This design comes from an exercise in tuning for small area, a short achievable clock period and few clock cycles per item on the open sky130 flow, not from production work. Function was checked by simulation only, so behaviour that the tests miss may differ from the original. No activity file was given, so power comes from the tool's default toggle rates.

===== config.mk =====
export PLATFORM = sky130hd
export DESIGN_NAME = ntrdma_core
export DESIGN_NICKNAME = ntrdma_core
export VERILOG_FILES = /design/flow/design.v
export SDC_FILE = /design/flow/constraint.sdc
export NUM_CORES = 4
export LEC_CHECK = 0
export CAP_MARGIN = 20
export CORE_MARGIN = 2
export CORE_UTILIZATION = 30
export PLACE_DENSITY = 0.5
export SLEW_MARGIN = 20
export SYNTH_MEMORY_MAX_BITS = 16384

===== constraint.sdc =====
create_clock -name core_clock -period 14.0 [get_ports {clk}]
set_input_delay 2.8000 -clock core_clock [delete_from_list [all_inputs] [get_ports {clk}]]
set_output_delay 2.8000 -clock core_clock [all_outputs]
set_load 0.01 [all_outputs]

===== design.v =====
module ntrdma_core #(
    parameter CO_CONTEXTS = 4
) (
    input  wire         clk,
    input  wire         rst,
    input  wire         cmd_valid,
    output wire         cmd_ready,
    input  wire [255:0] cmd_data,
    output reg          rsp_valid,
    input  wire         rsp_ready,
    output reg  [127:0] rsp_data,
    output reg          out_valid,
    output reg  [3:0]   out_ctx,
    output reg  [31:0]  out_idx,
    output reg  [63:0]  out_addr,
    output reg  [63:0]  out_len
);
    localparam [7:0] OP_NOP       = 8'h00;
    localparam [7:0] OP_PRODUCE   = 8'h01;
    localparam [7:0] OP_CONSUME   = 8'h02;
    localparam [7:0] OP_ADVANCE   = 8'h03;
    localparam [7:0] OP_OCCUPIED  = 8'h04;
    localparam [7:0] OP_FREE      = 8'h05;
    localparam [7:0] OP_CTG_OCC   = 8'h06;
    localparam [7:0] OP_CTG_FREE  = 8'h07;
    localparam [7:0] OP_VALID     = 8'h08;
    localparam [7:0] OP_CO_START  = 8'h10;
    localparam [7:0] OP_CO_SEG    = 8'h11;
    localparam [7:0] OP_CO_END    = 8'h12;
    localparam [255:0] MBZ_R = 256'hffffffffffffffffffffffffffffffff000000000000000000000000ffffff00;
    localparam [255:0] MBZ_S = 256'h00000000000000000000000000000000ffffffffffffffff00000000fffc0000;
    localparam [255:0] MBZ_G = 256'hffffffffffffffff0000000000000000ffffffffffffffff00000000fffc3f00;
    localparam [255:0] MBZ_E = 256'hfffffffffffffffffffffffffffffffffffffffffffffffffffffffffffc3f00;
    localparam [255:0] MBZ_Z = 256'hffffffffffffffffffffffffffffffffffffffffffffffffffffffffffffff00;
    wire        accept = cmd_valid && cmd_ready;
    assign cmd_ready = !rsp_valid || rsp_ready;
    wire [7:0]  opcode = cmd_data[7:0];
    wire [5:0]  pshift = cmd_data[13:8];
    wire [3:0]  ctx    = cmd_data[17:14];
    wire [31:0] w1     = cmd_data[63:32];
    wire [31:0] w2     = cmd_data[95:64];
    wire [31:0] w3     = cmd_data[127:96];
    wire [63:0] d1     = cmd_data[191:128];
    wire [63:0] d2     = cmd_data[255:192];
    reg        co_busy    [0:CO_CONTEXTS-1];
    reg [63:0] cfg_woff   [0:CO_CONTEXTS-1];
    reg [63:0] cfg_wlen   [0:CO_CONTEXTS-1];
    reg [31:0] cfg_maxout [0:CO_CONTEXTS-1];
    reg [5:0]  cfg_pshift [0:CO_CONTEXTS-1];
    reg        acc_v      [0:CO_CONTEXTS-1];
    reg [63:0] acc_addr   [0:CO_CONTEXTS-1];
    reg [63:0] acc_len    [0:CO_CONTEXTS-1];
    reg [31:0] co_count   [0:CO_CONTEXTS-1];
    reg         op_known;
    reg [255:0] mbz;
    always @(*) begin
        op_known = 1'b1;
        mbz      = MBZ_Z;
        case (opcode)
            OP_NOP:      mbz = MBZ_Z;
            OP_PRODUCE, OP_CONSUME, OP_ADVANCE, OP_OCCUPIED,
            OP_FREE, OP_CTG_OCC, OP_CTG_FREE, OP_VALID:
                         mbz = MBZ_R;
            OP_CO_START: mbz = MBZ_S;
            OP_CO_SEG:   mbz = MBZ_G;
            OP_CO_END:   mbz = MBZ_E;
            default:     op_known = 1'b0;
        endcase
    end
    wire is_ring  = (opcode >= OP_PRODUCE) && (opcode <= OP_VALID);
    wire is_co    = (opcode == OP_CO_START) || (opcode == OP_CO_SEG) || (opcode == OP_CO_END);
    wire ctx_ok   = ({28'd0, ctx} < CO_CONTEXTS);
    wire [3:0] cx = ctx_ok ? ctx : 4'd0;
    wire cur_busy = co_busy[cx];
    reg       ill;
    reg [2:0] ilc;
    always @(*) begin
        ill = 1'b0;
        ilc = 3'd0;
        if (!op_known) begin
            ill = 1'b1; ilc = 3'd1;
        end else if ((cmd_data & mbz) != 256'd0) begin
            ill = 1'b1; ilc = 3'd2;
        end else if (is_co && !ctx_ok) begin
            ill = 1'b1; ilc = 3'd3;
        end else if ((opcode == OP_CO_SEG || opcode == OP_CO_END) && !cur_busy) begin
            ill = 1'b1; ilc = 3'd4;
        end
    end
    wire signed [35:0] p   = {4'd0, w1};
    wire signed [35:0] c   = {4'd0, w2};
    wire signed [35:0] cap = {4'd0, w3};
    wire signed [35:0] m2  = cap + cap;
    wire signed [35:0] unwrap = (p < c) ? (p + m2) : p;
    wire signed [35:0] occ    = unwrap - c;
    wire signed [35:0] fre    = cap + c - unwrap;
    wire               valid  = (p < m2) && (c < m2) && (occ <= cap);
    wire signed [35:0] pr_base  = (p < cap) ? 36'sd0 : cap;
    wire signed [35:0] pr_start = (p < cap) ? p : (p - cap);
    wire signed [35:0] pr_end   = (p < cap) ? ((c < cap) ? cap : (c - cap))
                                            : ((c < cap) ? c : cap);
    wire signed [35:0] cr_base  = (c < cap) ? 36'sd0 : cap;
    wire signed [35:0] cr_start = (c < cap) ? c : (c - cap);
    wire signed [35:0] cr_end   = (c < cap) ? ((p < cap) ? p : cap)
                                            : ((p < cap) ? cap : (p - cap));
    wire signed [35:0] adv     = (p == cap) ? (cap - c) : (c + p);
    wire               adv_ok  = (cap >= 36'sd1) && ((c == 36'sd0) || (c == cap)) &&
                                 (p <= cap) && (adv < 36'sh1_0000_0000);
    reg [31:0] ring_r0, ring_r1, ring_r2;
    reg        ring_rv;
    always @(*) begin
        ring_r0 = 32'd0;
        ring_r1 = 32'd0;
        ring_r2 = 32'd0;
        ring_rv = valid;
        case (opcode)
            OP_PRODUCE: begin
                ring_r0 = pr_base[31:0];
                ring_r1 = pr_start[31:0];
                ring_r2 = pr_end[31:0];
            end
            OP_CONSUME: begin
                ring_r0 = cr_base[31:0];
                ring_r1 = cr_start[31:0];
                ring_r2 = cr_end[31:0];
            end
            OP_ADVANCE: begin
                ring_r0 = adv[31:0];
                ring_rv = adv_ok;
            end
            OP_OCCUPIED: ring_r0 = occ[31:0];
            OP_FREE:     ring_r0 = fre[31:0];
            OP_CTG_OCC: begin
                ring_r0 = cr_end[31:0] - cr_start[31:0];
            end
            OP_CTG_FREE: begin
                ring_r0 = pr_end[31:0] - pr_start[31:0];
            end
            OP_VALID:    ring_r0 = {31'd0, valid};
            default: ;
        endcase
    end
    wire [63:0] cur_woff   = cfg_woff[cx];
    wire [63:0] cur_wlen   = cfg_wlen[cx];
    wire [31:0] cur_maxout = cfg_maxout[cx];
    wire [5:0]  cur_pshift = cfg_pshift[cx];
    wire        cur_accv   = acc_v[cx];
    wire [63:0] cur_addr   = acc_addr[cx];
    wire [63:0] cur_len    = acc_len[cx];
    wire [31:0] cur_count  = co_count[cx];
    wire [63:0] seg_addr = d1;
    wire [63:0] seg_len  = {32'd0, w1};
    wire [64:0] acc_end  = {1'b0, cur_addr} + {1'b0, cur_len};
    wire        adjacent = cur_accv && (acc_end == {1'b0, seg_addr});
    wire [63:0] page_mask = (64'd1 << cur_pshift) - 64'd1;
    wire [63:0] win_end   = cur_woff + cur_wlen;
    wire [63:0] rem       = win_end & page_mask;
    wire [63:0] tail      = (rem == 64'd0) ? 64'd0 : (((page_mask + 64'd1) - rem) & page_mask);
    wire        close_last  = (opcode == OP_CO_END);
    wire        close_first = (cur_count == 32'd0);
    wire [63:0] close_addr  = close_first ? (cur_addr + cur_woff) : cur_addr;
    wire [63:0] close_len0  = close_first ? (cur_len - cur_woff) : cur_len;
    wire [63:0] close_len   = close_last ? (close_len0 - tail) : close_len0;
    wire        close_write = (cur_count < cur_maxout);
    wire [31:0] count_inc   = (cur_count == 32'hffffffff) ? cur_count : (cur_count + 32'd1);
    wire do_exec   = accept && !ill;
    wire do_start  = do_exec && (opcode == OP_CO_START);
    wire do_seg    = do_exec && (opcode == OP_CO_SEG);
    wire do_end    = do_exec && (opcode == OP_CO_END);
    wire do_close  = (do_seg && cur_accv && !adjacent) || (do_end && cur_accv);
    wire [31:0] count_next = do_close ? count_inc : cur_count;
    reg [127:0] rsp_next;
    always @(*) begin
        rsp_next = 128'd0;
        rsp_next[7:0] = opcode;
        if (ill) begin
            rsp_next[8]    = 1'b1;
            rsp_next[11:9] = ilc;
        end else if (is_ring) begin
            rsp_next[12]     = ring_rv;
            rsp_next[63:32]  = ring_r0;
            rsp_next[95:64]  = ring_r1;
            rsp_next[127:96] = ring_r2;
        end else if (opcode == OP_CO_START) begin
            rsp_next[14] = 1'b1;
        end else if (opcode == OP_CO_SEG) begin
            rsp_next[14]    = 1'b1;
            rsp_next[63:32] = count_next;
        end else if (opcode == OP_CO_END) begin
            rsp_next[13]    = (count_next > cur_maxout);
            rsp_next[63:32] = count_next;
            rsp_next[95:64] = (count_next < cur_maxout) ? count_next : cur_maxout;
        end
    end
    always @(posedge clk) begin
        if (rst) begin
            rsp_valid <= 1'b0;
            rsp_data  <= 128'd0;
        end else if (accept) begin
            rsp_valid <= 1'b1;
            rsp_data  <= rsp_next;
        end else if (rsp_ready) begin
            rsp_valid <= 1'b0;
        end
    end
    always @(posedge clk) begin
        if (rst) begin
            out_valid <= 1'b0;
            out_ctx   <= 4'd0;
            out_idx   <= 32'd0;
            out_addr  <= 64'd0;
            out_len   <= 64'd0;
        end else begin
            out_valid <= do_close && close_write;
            if (do_close && close_write) begin
                out_ctx  <= cx;
                out_idx  <= cur_count;
                out_addr <= close_addr;
                out_len  <= close_len;
            end
        end
    end
    integer i;
    always @(posedge clk) begin
        if (rst) begin
            for (i = 0; i < CO_CONTEXTS; i = i + 1) begin
                co_busy[i]    <= 1'b0;
                cfg_woff[i]   <= 64'd0;
                cfg_wlen[i]   <= 64'd0;
                cfg_maxout[i] <= 32'd0;
                cfg_pshift[i] <= 6'd0;
                acc_v[i]      <= 1'b0;
                acc_addr[i]   <= 64'd0;
                acc_len[i]    <= 64'd0;
                co_count[i]   <= 32'd0;
            end
        end else if (do_start) begin
            co_busy[cx]    <= 1'b1;
            cfg_woff[cx]   <= d1;
            cfg_wlen[cx]   <= d2;
            cfg_maxout[cx] <= w1;
            cfg_pshift[cx] <= pshift;
            acc_v[cx]      <= 1'b0;
            acc_addr[cx]   <= 64'd0;
            acc_len[cx]    <= 64'd0;
            co_count[cx]   <= 32'd0;
        end else if (do_seg) begin
            acc_v[cx]    <= 1'b1;
            co_count[cx] <= count_next;
            if (adjacent) begin
                acc_len[cx] <= cur_len + seg_len;
            end else begin
                acc_addr[cx] <= seg_addr;
                acc_len[cx]  <= seg_len;
            end
        end else if (do_end) begin
            co_busy[cx]    <= 1'b0;
            cfg_woff[cx]   <= 64'd0;
            cfg_wlen[cx]   <= 64'd0;
            cfg_maxout[cx] <= 32'd0;
            cfg_pshift[cx] <= 6'd0;
            acc_v[cx]      <= 1'b0;
            acc_addr[cx]   <= 64'd0;
            acc_len[cx]    <= 64'd0;
            co_count[cx]   <= 32'd0;
        end
    end
endmodule

===== run.sh =====
#!/bin/bash
# synth_recipe.tcl (not shown) runs the flow's synth.tcl, then flattens the netlist and writes it again
# the make line also repeats each setting of config.mk as NAME=value (left out here)
make -C /OpenROAD-flow-scripts/flow DESIGN_CONFIG=/design/flow/config.mk WORK_HOME=/design/flow/orfs CLKGATE_MAP_FILE= SYNTH_SCRIPT=/design/flow/synth_recipe.tcl finish

==> run notes <==
- Run status: timing/DRC/antenna clean
- I/O pin count: 555
- Grt peak-use layer: met2
- GPL Wtd Cong: 1.05
- Slew @ Worst Pin: 1390 ps
- Die height: 643 um
- Slowest CP cell: clkdlybuf4s50_1
- Path category of the worst min-delay check: flip-flop to flip-flop
- Via count: 116,403
- Final Hold Violating Endpoints: 0
- Number of library cell types mapped by synthesis: 114
- Initial antenna violation count: 64
- Total congestion overflow: 0
- Post-Syn Area: 122,000 um2
- # Post-CTS Setup Buffers: 0
- CP Capture Type: flip-flop
- Pre-CTS setup slack: -80.2 ps
- Gate Count Post-Synth: 14,022
- Cell area power density: 123 nW/um2
- # H-tree levels: 4
- WL per Instance: 30.6 um
- Seq/Total Area, Yosys: 36.6%
- Post-cts resize count: 0
- Port Buffer Count: 537
- Total Power: 17.5 mW
- Reg clk slew, reported paths: 60 ps
- Crit start category: primary input
- Number of DRC markers in iteration 0: 13,149
- Setup WS post-layout: 618 ps
- #FFs+latches synth: 1,585
- Post-route ant nets: 0
- Vias in the first global route: 109,960
- Fmax: 74.7 MHz
- WP data required: 14,780 ps
- GR met1 Demand/Resource: 36.8%
- Critical path's most frequent cell: buf_4
- Fraction of layout cells with a size suffix above 1: 7.61%
- Number of nets in the layout: 15,661
- Root buffer cell: clkbuf_16
- Slew Limit Fails: 0
- CTS tree: yes
- Crit path DAT: 14,170 ps
- Post-route DRC: 0
- Final HPWL DP: 473 mm
- FFs w/ async S/R, synth: 0%
- Largest net degree at the start of global routing: 128
- Met2 Track Usage GR: 44.4%
- Setup violation total in the final timing report: 0
- Clk sinks: 1,585
- Area grow syn2layout: 16.3%
- Relative slew slack: 6.41%
- Die Span X: 643 um
- Clk buf depth: 4
- Final hold slack: 449 ps
- Peak VDD IR: 0.0870 mV
- Max stage delay on crit path: 800 ps
- Core Rows: 234
- Clk Latency, worst-skew pair: 930 ps
- Total CTS buffers: 180
- Hold-fix buffers, CTS: 0
- RSZ-0062 raised after global routing: no
- Tmin final: 13,380 ps
- Maximum capacitance violations: 0
- Worst-path fanout max: 47
- Commonest non-fill, non-tap cells in the layout: 1,522 x nand2_1, 1,308 x edfxtp_1, 1,186 x nor2_1, 1,002 x a21oi_1, 887 x ha_1
- Initial Util: 30.1%
- Routed wire length: 614 mm
- Yosys warnings: 1
- Overall global routing resource usage: 28.5%
- Syn_area_per_cell: 8.73 um2
- Die area: 413,000 um2
- Crit Path Category: primary input to flip-flop
- Primary FF master, synth: edfxtp_1
- GRT met3 Usage: 4.44%
- CORE AREA: 406,000 um2
- Post-synth EDFFs: 1,308
- Clock skew: 84.0 ps
- Global-route wire length before repair: 852 mm
- Static leakage: 56.0 nW
- Final period util: 95.6%
- Commonest non-fill, non-tap cell in the layout: nand2_1
- DRT Pass-1 Iters: 6
- DR vias/cell: 5.80
-- layer usage --
metal | vias to the layer above | share of wire, %
met5 | - | 0.046
li1 | 52209 | -
met1 | 57490 | 41
met4 | 42 | 7.5
met3 | 1176 | 8.0
met2 | 5486 | 44
-- final timing paths --
path | from | end | slack [ps] | depth (start not counted)
max | cmd_data[17] | out_len[57] | 620 | 40
min | out_idx[5] | out_idx[5] | 450 | 2
max reg2reg | cfg_woff[1][0] | out_len[62] | 3650 | 43
min reg2reg | out_idx[5] | out_idx[5] | 450 | 2
-- through the flow --
step,setup TNS (ps),std cells,area (um2),utilization (%)
2_1_floorplan,0,14038,122000,-
3_3_place_gp,-30.5,19711,136000,33.6
3_5_place_dp,-142,19713,136000,33.6
4_1_cts,0,20042,142000,35.0
5_1_grt,0,20049,142000,35.0
6_report,0,20063,142000,35.0
-- registers in the layout, indices dropped and copies added, names as in the netlist, 64 cells and up --
name	flops
acc_len	256
co_count	128
rsp_data	111
cfg_maxout	128
cfg_woff	256
cfg_wlen	252
out_addr	64
acc_addr	256
out_len	64
-- layout make-up --
class / instances / area (um2)
fill: 42242 / 264000
multi-input combinational: 11097 / 72900
sequential: 1585 / 44800
timing repair buffer: 1102 / 10000
tap: 5428 / 6790
clock buffer: 230 / 4870
inverter: 503 / 1890
clock inverter: 99 / 955
antenna: 19 / 47.5
-- cells by family after synthesis --
family	Yosys count	share of synthesized area, %
AO/OA/AOI/OAI	3819	20.5
XOR/XNOR	696	5.12
adder cells (fa/ha/maj)	932	9.80
buffers and inverters	1356	4.32
flip-flops	1585	36.6
multiplexers	223	1.88
other	1	0.00306
AND/OR/NAND/NOR	5410	21.8
-- Yosys cell counts (69+ instances only) --
master    count  area share [%]
a211oi_1    260             1.6
a21o_1      437             2.7
a21oi_1    1003             4.1
a311oi_1     70            0.50
a31oi_1     279             1.4
and2_1      829             4.2
and3_1      271             1.4
buf_1        79            0.24
buf_2        74            0.30
clkbuf_1    669             2.1
dfxtp_1     277             4.5
edfxtp_1   1308              32
ha_1        887             9.1
inv_1       502             1.5
mux2i_1     175             1.4
nand2_1    1527             4.7
nand2b_1    147            0.75
nand3_1     309             1.3
nand4_1     203             1.0
nor2_1     1193             3.7
nor2b_1     244             1.2
nor3_1      282             1.2
nor4_1      128            0.65
o211ai_1     73            0.45
o21a_1      121            0.74
o21ai_0     572             2.3
o21bai_1    108            0.66
o221ai_1     72            0.52
o22ai_1     204             1.0
o31ai_1      69            0.42
or3_1        72            0.37
xnor2_1     442             3.2
xor2_1      232             1.7
-- worst max-delay path: cells and delay by family --
family	cells	cell delay, ps
XOR/XNOR	2	310
buffers and inverters	8	2940
adder cells (fa/ha/maj)	2	700
AND/OR/NAND/NOR	8	1960
AO/OA/AOI/OAI	20	5380
-- power breakdown --
part / internal [mW] / switching (mW) / total (mW)
clock network: 2.71 / 2.13 / 4.84
registers: 5.24 / 0.0432 / 5.28
logic: 2.63 / 4.73 / 7.37
total: 10.6 / 6.91 / 17.5
Testbench counts, summed over its fixed seeds: cycles 32,008, commands 32,000.

what the ideal ports hide:
No port has a modelled driver above. Below, the same layout with a new extraction and two added sets of constraints.
Step 1, drivers: a clkbuf_16 drives clk and a buf_2 each remaining input, both assumed.
Step 2 moves the port delays by t, midway between the first and last clock arrival at a register: inputs arrive t later, outputs are due t later. That takes back most of the time a late clock gives input paths.
a / b / c = ideal ports / drivers / drivers and shift; a / b = the first two.
shift t [ns]: 1.008
setup slack, ns: 0.618 / 0.716 / -0.292
hold slack, ns: 0.449 / 0.449 / 0.449
latest minus earliest clock arrival (ns): 0.085 / 0.086
slew at the worst register clock pin (ns): 0.08 / 0.08
Met with ideal ports but missed after step 2: setup timing in this run. For this run, drivers alone change the setup slack by +0.098 ns; drivers and shift together by -0.910 ns.
